This design comes from an exercise in tuning for small area, a short achievable clock period and few clock cycles on the open sky130 flow, not from production work. RTL that was checked went through simulation tests only; none was proved equivalent to the original.

== old ==
==> flow/design.v (excerpt) <==
module binimg_cq (
    input  wire        clk,
    input  wire        rst,
    input  wire        cmd_valid,
    output wire        cmd_ready,
    input  wire [31:0] cmd_word,
    output wire        rsp_valid,
    input  wire        rsp_ready,
    output wire [31:0] rsp_word,
    output wire [63:0] rsp_rgba16
);
Size: ~1900 cells after synthesis, roughly 130 I/O pins, about 13000 µm² of cells after synthesis.
==> module bq_r2q, before the edit <==
module bq_r2q (
    input  wire [7:0] r,
    input  wire [7:0] g,
    input  wire [7:0] b,
    output wire       gray,
    output reg  [4:0] k,
    output reg  [3:0] idx
);
    wire [7:0] unused0, unused1, unused2;
    wire rg, rb, gb;                 
    bq_rca #(8) u_rg (.a(r), .b(~g), .ci(1'b1), .s(unused0), .co(rg));
    bq_rca #(8) u_rb (.a(r), .b(~b), .ci(1'b1), .s(unused1), .co(rb));
    bq_rca #(8) u_gb (.a(g), .b(~b), .ci(1'b1), .s(unused2), .co(gb));
    wire secR = rg & rb;             
    wire secG = ~rg & gb;            
    wire [7:0] cmax = rg ? (rb ? r : b) : (gb ? g : b);
    wire [7:0] cmin = rg ? (gb ? b : g) : (rb ? b : r);
    wire [7:0] cmed = secR ? (gb ? g : b) : secG ? (rb ? r : b) : (rg ? r : g);
    wire [7:0] dd, ff;
    wire [8:0] sm;
    wire       c0, c1;
    bq_rca #(8) u_dd (.a(cmax), .b(~cmin), .ci(1'b1), .s(dd), .co(c0));
    bq_rca #(8) u_ff (.a(cmed), .b(~cmin), .ci(1'b1), .s(ff), .co(c1));
    bq_rca #(8) u_sm (.a(cmax), .b(cmin), .ci(1'b0), .s(sm[7:0]), .co(sm[8]));
    assign gray = (dd == 8'd0);
    wire       neg = secR ? ~gb : secG ? rb : ~rg;
    wire [2:0] m = secR ? 3'd2 : secG ? (neg ? 3'd1 : 3'd3) : (neg ? 3'd0 : 3'd4);
    wire [9:0] md_a;
    wire       md_c;
    bq_rca #(9) u_md (.a(m[1] ? {dd, 1'b0} : 9'd0), .b(m[0] ? {1'b0, dd} : 9'd0), .ci(1'b0),
                      .s(md_a[8:0]), .co(md_c));
    wire [9:0] md = m[2] ? {dd, 2'd0} : {md_c, md_a[8:0]};
    wire [11:0] f15;
    wire        c2;
    bq_rca #(12) u_f15 (.a({ff, 4'd0}), .b(~{4'd0, ff}), .ci(1'b1), .s(f15), .co(c2));
    wire [12:0] u1;
    wire        c3;
    bq_rca #(13) u_u1 (.a({1'b0, f15}), .b(~{3'd0, md}), .ci(1'b1), .s(u1), .co(c3));
    wire [10:0] d5;
    wire        c4;
    bq_rca #(10) u_d5 (.a({dd, 2'd0}), .b({2'd0, dd}), .ci(1'b0), .s(d5[9:0]), .co(d5[10]));
    wire [15:0] vv;
    wire        c5;
    bq_rca #(16) u_vv (.a({u1, 3'd0}), .b(~{5'd0, d5}), .ci(neg), .s(vv), .co(c5));
    wire [13:0] d41;
    wire        c7;
    bq_rca #(14) u_d41 (.a({d5, 3'd0}), .b({6'd0, dd}), .ci(1'b0), .s(d41), .co(c7));
    wire [14:0] w1, w2;
    wire        ge1, ge2;           
    bq_rca #(15) u_t1 (.a(vv[14:0]), .b(~{1'b0, d41}), .ci(1'b1), .s(w1), .co(ge1));
    bq_rca #(15) u_t2 (.a(vv[14:0]), .b(~{d41, 1'b0}), .ci(1'b1), .s(w2), .co(ge2));
    wire t0 = vv[15];
    wire t1 = ~ge1;
    wire t2 = ~ge2;
    wire [1:0] cnt = t0 ? 2'd3 : t1 ? 2'd2 : t2 ? 2'd1 : 2'd0;
    always @(*) begin
        if (secR) idx = neg ? 4'd15 : 4'd3 - cnt;
        else if (secG) idx = neg ? 4'd3 + cnt : 4'd9 - cnt;
        else idx = neg ? 4'd9 + cnt : 4'd15 - cnt;
    end
    always @(*) begin
        if (sm <= 9'd45) k = 5'd1;
        else if (sm <= 9'd75) k = 5'd2;
        else if (sm <= 9'd105) k = 5'd3;
        else if (sm <= 9'd135) k = 5'd4;
        else if (sm <= 9'd165) k = 5'd5;
        else if (sm <= 9'd195) k = 5'd6;
        else if (sm <= 9'd225) k = 5'd7;
        else if (sm <= 9'd255) k = 5'd8;
        else if (sm <= 9'd285) k = 5'd9;
        else if (sm <= 9'd315) k = 5'd10;
        else if (sm <= 9'd345) k = 5'd11;
        else if (sm <= 9'd375) k = 5'd12;
        else if (sm <= 9'd405) k = 5'd13;
        else if (sm <= 9'd435) k = 5'd14;
        else if (sm <= 9'd465) k = 5'd15;
        else k = 5'd16;
    end
endmodule
==> module binimg_cq, before the edit <==
module binimg_cq (
    input  wire        clk,
    input  wire        rst,
    input  wire        cmd_valid,
    output wire        cmd_ready,
    input  wire [31:0] cmd_word,
    output wire        rsp_valid,
    input  wire        rsp_ready,
    output wire [31:0] rsp_word,
    output wire [63:0] rsp_rgba16
);
    reg        va, vb, h, vo, rdy;
    reg [26:0] areg, breg;     
    reg [30:0] oreg;           
    wire [2:0] pre_op3;
    bq_pre u_pre (.cmd(cmd_word), .op3(pre_op3));
    wire [26:0] cur = h ? breg : areg;
    wire        c_ill, c_qr, c_lz, c_nm, c_gray, c_rgba, c_gb;
    wire [23:0] c_res;
    bq_core u_core (.op3(cur[26:24]), .op(cur[23:0]), .st_ill(c_ill), .st_qr(c_qr),
                    .f_lz(c_lz), .f_nm(c_nm), .f_gray(c_gray), .res(c_res),
                    .rgba_en(c_rgba), .gb_en(c_gb));
    assign cmd_ready  = rdy;
    assign rsp_valid  = vo;
    assign rsp_word   = {2'b00, oreg[27], oreg[28], 1'b0, oreg[26:0]};
    assign rsp_rgba16 = {oreg[23:16], oreg[23:16], {2{oreg[15:8] & {8{oreg[30]}}}},
                         {2{oreg[7:0] & {8{oreg[30]}}}}, {16{oreg[29]}}};
    wire any    = va | vb;
    wire tgt    = any ? ~h : h;               
    wire o_free = ~vo | rsp_ready;            
    wire acc    = cmd_valid & rdy;
    wire take   = o_free & any;               
    wire va_n   = (va & ~(take & ~h)) | (acc & ~tgt);
    wire vb_n   = (vb & ~(take & h)) | (acc & tgt);
    always @(posedge clk) begin
        if (rdy & ~tgt) areg <= {pre_op3, cmd_word[23:0]};
        if (rdy & tgt)  breg <= {pre_op3, cmd_word[23:0]};
        if (o_free) oreg <= {c_gb, c_rgba, c_ill, c_qr, c_lz, c_nm, c_gray, c_res};
        if (rst) begin
            va <= 1'b0; vb <= 1'b0; h <= 1'b0; vo <= 1'b0; rdy <= 1'b1;
        end else begin
            va  <= va_n;
            vb  <= vb_n;
            h   <= h ^ take;
            vo  <= ~o_free | any;
            rdy <= ~(va_n & vb_n);
        end
    end
endmodule
Settings: LEC_CHECK=0, ABC_AREA=1, CAP_MARGIN=20, CORE_MARGIN=2, CORE_UTILIZATION=40, SLEW_MARGIN=20; clock period 60.0 ns.
standard.sh (not shown) runs the stock make flow with config.mk's settings and CLKGATE_MAP_FILE= SYNTH_SCRIPT=/design/flow/synth_recipe.tcl, a recipe that flattens the netlist after the stock synthesis.
==> flow/flow/run.sh <==
#!/bin/bash
# Standard ORFS layout with two changes to how it is made (the constraint file is unchanged):
#  - ports are buffered with the plain sky130 buffer instead of the delay buffer ORFS picks;
#  - the timing repair steps aim for a shorter clock period than the constraint's.
set -euo pipefail
bash standard.sh "BUFFER_PORTS_ARGS=-buffer_cell sky130_fd_sc_hd__buf_1" SETUP_SLACK_MARGIN=47 TNS_END_PERCENT=0 finish > standard_flow.log 2>&1
Testbench counts of old, summed over its fixed seeds: cycles 80,016.
--- input diff old..new ---
diff --git a/flow/design.v b/flow/design.v
--- a/flow/design.v
+++ b/flow/design.v
@@ -90,10 +90,12 @@
     wire [15:0] vv;
     wire        c5;
     bq_rca #(16) u_vv (.a({u1, 3'd0}), .b(~{5'd0, d5}), .ci(neg), .s(vv), .co(c5));
     wire [13:0] d41;
+    wire [11:0] d9;
     wire        c7;
-    bq_rca #(14) u_d41 (.a({d5, 3'd0}), .b({6'd0, dd}), .ci(1'b0), .s(d41), .co(c7));
+    bq_rca #(11) u_d9 (.a({dd, 3'd0}), .b({3'd0, dd}), .ci(1'b0), .s(d9[10:0]), .co(d9[11]));
+    bq_rca #(14) u_d41 (.a({1'b0, dd, 5'd0}), .b({2'd0, d9}), .ci(1'b0), .s(d41), .co(c7));
     wire [14:0] w1, w2;
     wire        ge1, ge2;           
     bq_rca #(15) u_t1 (.a(vv[14:0]), .b(~{1'b0, d41}), .ci(1'b1), .s(w1), .co(ge1));
     bq_rca #(15) u_t2 (.a(vv[14:0]), .b(~{d41, 1'b0}), .ci(1'b1), .s(w2), .co(ge2));
@@ -286,14 +288,14 @@
     input  wire        rsp_ready,
     output wire [31:0] rsp_word,
     output wire [63:0] rsp_rgba16
 );
-    reg        va, vb, h, vo, rdy;
-    reg [26:0] areg, breg;     
+    reg        vi, vs, vo, rdy;
+    reg [26:0] ireg, sreg;     
     reg [30:0] oreg;           
     wire [2:0] pre_op3;
     bq_pre u_pre (.cmd(cmd_word), .op3(pre_op3));
-    wire [26:0] cur = h ? breg : areg;
+    wire [26:0] cur = vs ? sreg : ireg;
     wire        c_ill, c_qr, c_lz, c_nm, c_gray, c_rgba, c_gb;
     wire [23:0] c_res;
     bq_core u_core (.op3(cur[26:24]), .op(cur[23:0]), .st_ill(c_ill), .st_qr(c_qr),
                     .f_lz(c_lz), .f_nm(c_nm), .f_gray(c_gray), .res(c_res),
@@ -302,26 +304,23 @@
     assign rsp_valid  = vo;
     assign rsp_word   = {2'b00, oreg[27], oreg[28], 1'b0, oreg[26:0]};
     assign rsp_rgba16 = {oreg[23:16], oreg[23:16], {2{oreg[15:8] & {8{oreg[30]}}}},
                          {2{oreg[7:0] & {8{oreg[30]}}}}, {16{oreg[29]}}};
-    wire any    = va | vb;
-    wire tgt    = any ? ~h : h;               
-    wire o_free = ~vo | rsp_ready;            
+    wire o_free = ~vo | rsp_ready;        
     wire acc    = cmd_valid & rdy;
-    wire take   = o_free & any;               
-    wire va_n   = (va & ~(take & ~h)) | (acc & ~tgt);
-    wire vb_n   = (vb & ~(take & h)) | (acc & tgt);
+    wire vs_n = (~o_free & (vs | vi)) | (vs & vi);    
+    wire vi_n = acc | (vi & vs & ~o_free);
+    wire vo_n = ~o_free | vs | vi;
     always @(posedge clk) begin
-        if (rdy & ~tgt) areg <= {pre_op3, cmd_word[23:0]};
-        if (rdy & tgt)  breg <= {pre_op3, cmd_word[23:0]};
+        if (rdy) ireg <= {pre_op3, cmd_word[23:0]};
+        if (~vs | o_free) sreg <= ireg;
         if (o_free) oreg <= {c_gb, c_rgba, c_ill, c_qr, c_lz, c_nm, c_gray, c_res};
         if (rst) begin
-            va <= 1'b0; vb <= 1'b0; h <= 1'b0; vo <= 1'b0; rdy <= 1'b1;
+            vi <= 1'b0; vs <= 1'b0; vo <= 1'b0; rdy <= 1'b1;
         end else begin
-            va  <= va_n;
-            vb  <= vb_n;
-            h   <= h ^ take;
-            vo  <= ~o_free | any;
-            rdy <= ~(va_n & vb_n);
+            vi  <= vi_n;
+            vs  <= vs_n;
+            vo  <= vo_n;
+            rdy <= ~(vi_n & vs_n);
         end
     end
 endmodule
Findings:
The post-synthesis compound-gate area fraction in new sits 0.65 points above the value recorded for old. Compared with old, y dimension of the die in new increased slightly. Area growth from synthesis to layout of new is on par with old. The die area in new was higher than what old gave. Relative to old, new improves final wirelength. Status: simple-gate area share of the yosys netlist parity (new, old). In the flow results for old and new, the layout clock buffer count is smaller on new. Taking old as the reference, in new maximum frequency ~0 delta, cell count has decreased. From new to old, critical path buffer and inverter count did not move at all.
Testbench counts of new, summed over its fixed seeds: cycles 80,016.

========
binimg_cq, a different RTL version from the one above (not shown whole).
For scale: roughly 1900 cells after synthesis, about 130 I/O pins.
==> module bq_pre, before the edit <==
module bq_pre (
    input  wire [31:0] cmd,
    output wire [2:0]  op3
);
    wire bad = (cmd[27:24] != 4'd0) | cmd[31];
    assign op3 = bad ? 3'd0 : cmd[30:28];
endmodule
==> module bq_core, before the edit <==
module bq_core (
    input  wire [2:0]  op3,
    input  wire [23:0] op,
    output wire        st_ill,      
    output wire        st_qr,       
    output wire        f_lz,
    output wire        f_nm,
    output wire        f_gray,
    output wire [23:0] res,
    output wire        rgba_en,     
    output wire        gb_en        
);
    wire op_dec = (op3 == 3'd1), op_enc = (op3 == 3'd2), op_r2q = (op3 == 3'd3),
         op_q2r = (op3 == 3'd4), op_pck = (op3 == 3'd5), op_upk = (op3 == 3'd6),
         op_lut = (op3 == 3'd7);
    assign st_ill = (op3 == 3'd0)
                  | ((op3 == 3'd1 | op3 == 3'd6) & (op[23:8] != 16'd0))
                  | ((op3 == 3'd2 | op3 == 3'd4) & (op[23:16] != 8'd0))
                  | ((op3 == 3'd7) & (op[23:4] != 20'd0));
    wire       r_gray;
    wire [4:0] kk;
    wire [3:0] ridx;
    bq_r2q u_r2q (.r(op[23:16]), .g(op[15:8]), .b(op[7:0]), .gray(r_gray), .k(kk), .idx(ridx));
    wire [3:0] h4 = op[7:4];
    wire [3:0] l4 = op[3:0];
    wire       dgray = (l4 == 4'd0);
    wire [8:0] lut_h4, lut_b;
    bq_lut u_lut_h4 (.i(h4), .deg(lut_h4));
    bq_lut u_lut_b (.i(op_lut ? l4 : ridx), .deg(lut_b));
    wire [8:0] hue_d = lut_h4 & ~{9{dgray}};           
    wire [8:0] hue_b = lut_b & ~{9{~op_lut & r_gray}};   
    wire       e_s  = op[15];
    wire       e_ls = op[14];
    wire [4:0] e_ln = op[13:9];
    wire [3:0] g17;
    bq_g17 u_g17 (.x(op_pck ? kk : e_ln), .y(g17));
    wire [7:0] e_pix;
    wire       e_lz, e_nm;
    bq_enc u_enc (.q(op[15:0]), .g17(g17), .pix(e_pix), .lz(e_lz), .nomatch(e_nm));
    wire       rerr = e_ln[4] & (~e_ls | (e_ln[3:1] != 3'd0));     
    wire [7:0] p_byte = r_gray ? {g17, 4'd0} : {ridx, kk[3:0]};
    wire       q_s   = op_upk ? ~dgray : e_s;
    wire       q_ls  = op_upk ? ~dgray : e_ls;
    wire [4:0] q_ln  = op_upk ? {1'b0, dgray ? h4 : l4} : e_ln;
    wire [8:0] q_hue = op_upk ? hue_d : op[8:0];
    wire [23:0] q_rgb;
    bq_q2r u_q2r (.s(q_s), .ls(q_ls), .ln(q_ln), .hue(q_hue), .rgb(q_rgb));
    assign st_qr = ~st_ill & (op_enc | op_q2r) & rerr;
    wire ok = ~st_ill & ~st_qr;
    assign f_gray = ok & ((op_dec & dgray) | (op_enc & ~e_s) | ((op_r2q | op_pck) & r_gray)
                        | ((op_q2r | op_upk) & ~q_s));
    assign f_lz = ok & ((op_enc & e_lz) | (op_pck & ~r_gray & kk[4]));
    assign f_nm = ok & op_enc & e_nm;
    assign rgba_en = ok & (op_q2r | op_upk);
    assign gb_en = op_q2r | op_upk;                     
    wire [6:0] q16_hi = op_r2q ? {~r_gray, 1'b1, kk} : {~dgray, ~dgray, 1'b0, dgray ? h4 : l4};
    assign res = {24{ok}} & (
          ({24{op_dec}} & {8'd0, q16_hi, hue_d})
        | ({24{op_r2q}} & {8'd0, q16_hi, hue_b})
        | ({24{op_lut}} & {15'd0, hue_b})
        | ({24{op_enc}} & {16'd0, e_pix})
        | ({24{op_pck}} & {16'd0, p_byte})
        | ({24{op_q2r | op_upk}} & q_rgb));
endmodule
Settings: LEC_CHECK=0, ABC_AREA=1, CAP_MARGIN=20, CORE_MARGIN=2, CORE_UTILIZATION=40, SLEW_MARGIN=20; clock period 60.0 ns.
Scripts as last shown in full above: flow/flow/run.sh
Rerun with:
--- a/flow/design.v
+++ b/flow/design.v
@@ -211,8 +211,13 @@
     input  wire [31:0] cmd,
     output wire [2:0]  op3
 );
-    wire bad = (cmd[27:24] != 4'd0) | cmd[31];
-    assign op3 = bad ? 3'd0 : cmd[30:28];
+    wire [3:0]  opc = cmd[31:28];
+    wire [23:0] opd = cmd[23:0];
+    wire        ill = (cmd[27:24] != 4'd0) | (opc == 4'd0) | opc[3]
+                    | (((opc == 4'd1) | (opc == 4'd6)) & (opd[23:8] != 16'd0))
+                    | (((opc == 4'd2) | (opc == 4'd4)) & (opd[23:16] != 8'd0))
+                    | ((opc == 4'd7) & (opd[23:4] != 20'd0));
+    assign op3 = ill ? 3'd0 : opc[2:0];
 endmodule
 module bq_core (
     input  wire [2:0]  op3,
@@ -229,10 +234,7 @@
     wire op_dec = (op3 == 3'd1), op_enc = (op3 == 3'd2), op_r2q = (op3 == 3'd3),
          op_q2r = (op3 == 3'd4), op_pck = (op3 == 3'd5), op_upk = (op3 == 3'd6),
          op_lut = (op3 == 3'd7);
-    assign st_ill = (op3 == 3'd0)
-                  | ((op3 == 3'd1 | op3 == 3'd6) & (op[23:8] != 16'd0))
-                  | ((op3 == 3'd2 | op3 == 3'd4) & (op[23:16] != 8'd0))
-                  | ((op3 == 3'd7) & (op[23:4] != 20'd0));
+    assign st_ill = (op3 == 3'd0);
     wire       r_gray;
     wire [4:0] kk;
     wire [3:0] ridx;
@@ -261,14 +263,14 @@
     wire [8:0] q_hue = op_upk ? hue_d : op[8:0];
     wire [23:0] q_rgb;
     bq_q2r u_q2r (.s(q_s), .ls(q_ls), .ln(q_ln), .hue(q_hue), .rgb(q_rgb));
-    assign st_qr = ~st_ill & (op_enc | op_q2r) & rerr;
+    assign st_qr = (op_enc | op_q2r) & rerr;
     wire ok = ~st_ill & ~st_qr;
     assign f_gray = ok & ((op_dec & dgray) | (op_enc & ~e_s) | ((op_r2q | op_pck) & r_gray)
                         | ((op_q2r | op_upk) & ~q_s));
     assign f_lz = ok & ((op_enc & e_lz) | (op_pck & ~r_gray & kk[4]));
     assign f_nm = ok & op_enc & e_nm;
     assign rgba_en = ok & (op_q2r | op_upk);
-    assign gb_en = op_q2r | op_upk;                     
+    assign gb_en = op_q2r | op_upk;
     wire [6:0] q16_hi = op_r2q ? {~r_gray, 1'b1, kk} : {~dgray, ~dgray, 1'b0, dgray ? h4 : l4};
     assign res = {24{ok}} & (
           ({24{op_dec}} & {8'd0, q16_hi, hue_d})
@@ -289,41 +291,34 @@
     output wire [31:0] rsp_word,
     output wire [63:0] rsp_rgba16
 );
-    reg        va, vb, h, vo, rdy;
-    reg [26:0] areg, breg;     
-    reg [30:0] oreg;           
+    reg        vi, vo, vo2;
+    reg [26:0] ireg;           
+    reg [30:0] oreg, oreg2;    
     wire [2:0] pre_op3;
     bq_pre u_pre (.cmd(cmd_word), .op3(pre_op3));
-    wire [26:0] cur = h ? breg : areg;
     wire        c_ill, c_qr, c_lz, c_nm, c_gray, c_rgba, c_gb;
     wire [23:0] c_res;
-    bq_core u_core (.op3(cur[26:24]), .op(cur[23:0]), .st_ill(c_ill), .st_qr(c_qr),
+    bq_core u_core (.op3(ireg[26:24]), .op(ireg[23:0]), .st_ill(c_ill), .st_qr(c_qr),
                     .f_lz(c_lz), .f_nm(c_nm), .f_gray(c_gray), .res(c_res),
                     .rgba_en(c_rgba), .gb_en(c_gb));
-    assign cmd_ready  = rdy;
+    wire [30:0] c_word = {c_gb, c_rgba, c_ill, c_qr, c_lz, c_nm, c_gray, c_res};
+    assign cmd_ready  = ~(vi & vo2);
     assign rsp_valid  = vo;
     assign rsp_word   = {2'b00, oreg[27], oreg[28], 1'b0, oreg[26:0]};
     assign rsp_rgba16 = {oreg[23:16], oreg[23:16], {2{oreg[15:8] & {8{oreg[30]}}}},
                          {2{oreg[7:0] & {8{oreg[30]}}}}, {16{oreg[29]}}};
-    wire any    = va | vb;
-    wire tgt    = any ? ~h : h;               
-    wire o_free = ~vo | rsp_ready;            
-    wire acc    = cmd_valid & rdy;
-    wire take   = o_free & any;               
-    wire va_n   = (va & ~(take & ~h)) | (acc & ~tgt);
-    wire vb_n   = (vb & ~(take & h)) | (acc & tgt);
+    wire o_free = ~vo | rsp_ready;        
+    wire acc    = cmd_valid & cmd_ready;
     always @(posedge clk) begin
-        if (rdy & ~tgt) areg <= {pre_op3, cmd_word[23:0]};
-        if (rdy & tgt)  breg <= {pre_op3, cmd_word[23:0]};
-        if (o_free) oreg <= {c_gb, c_rgba, c_ill, c_qr, c_lz, c_nm, c_gray, c_res};
+        if (cmd_ready) ireg <= {pre_op3, cmd_word[23:0]};    
+        if (o_free) oreg <= vo2 ? oreg2 : c_word;
+        if (~vo2 | o_free) oreg2 <= c_word;
         if (rst) begin
-            va <= 1'b0; vb <= 1'b0; h <= 1'b0; vo <= 1'b0; rdy <= 1'b1;
+            vi <= 1'b0; vo <= 1'b0; vo2 <= 1'b0;
         end else begin
-            va  <= va_n;
-            vb  <= vb_n;
-            h   <= h ^ take;
-            vo  <= ~o_free | any;
-            rdy <= ~(va_n & vb_n);
+            vi  <= acc | (vi & vo2 & ~o_free);
+            vo  <= ~o_free | vo2 | vi;
+            vo2 <= (~o_free & (vo2 | vi)) | (vo2 & vi);
         end
     end
 endmodule
Effect:
- The new run finished with timing, DRC and antenna clean
- core utilization increases by 0.18 points
- clock skew barely changes
- register-to-register slack improved by 20 ps
- non-clock buffer count goes up by 7
- wire length rose by 0.75%
- sequential cell count rises by 2
- synthesized area hardly moves
- sequential share of layout area went up by 0.51 points
- clock-buffer cell count does not change
- cell area came out higher by 0.42%
- via count rises by 1.3%
No run of this note included a check of the RTL's function; only the layout flow was run.

## static timing again, ports no longer ideal
In the flow no input, the clock included, has a driving cell. The finished layouts below were timed again as built, in two steps.
Step 1 (the two cells are an assumption about what drives the block):
set clk [get_ports {clk}]
set_driving_cell -lib_cell sky130_fd_sc_hd__clkbuf_16 $clk
set_driving_cell -lib_cell sky130_fd_sc_hd__buf_2 [delete_from_list [all_inputs] $clk]
Step 2, shift: input delay + t, output delay - t, t = (earliest + latest rising clock arrival at the registers) / 2. This alone moves slack from input paths to output paths.
Slacks: no drivers / after step 1 / after step 2; pairs: no drivers / after step 1.
run | shift t [ns] | setup slack, ns | worst hold slack (ns) | worst data-port slew with drivers (ns)
old | 0.403 | 46.809 / 46.768 / 46.820 | 0.554 / 0.554 / 0.554 | 0.04
new | 0.416 | 46.812 / 46.765 / 46.510 | 0.452 / 0.452 / 0.452 | 0.04
the first run of note 2 | 0.405 | 46.844 / 46.802 / 46.822 | 0.533 / 0.533 / 0.533 | 0.04
the second run of note 2 | 0.412 | 46.840 / 46.791 / 46.673 | 0.517 / 0.517 / 0.517 | 0.03
After both steps setup and hold are still met in every run listed. For new, which loses most, drivers alone change the setup slack by -0.047 ns; drivers and shift together by -0.302 ns.
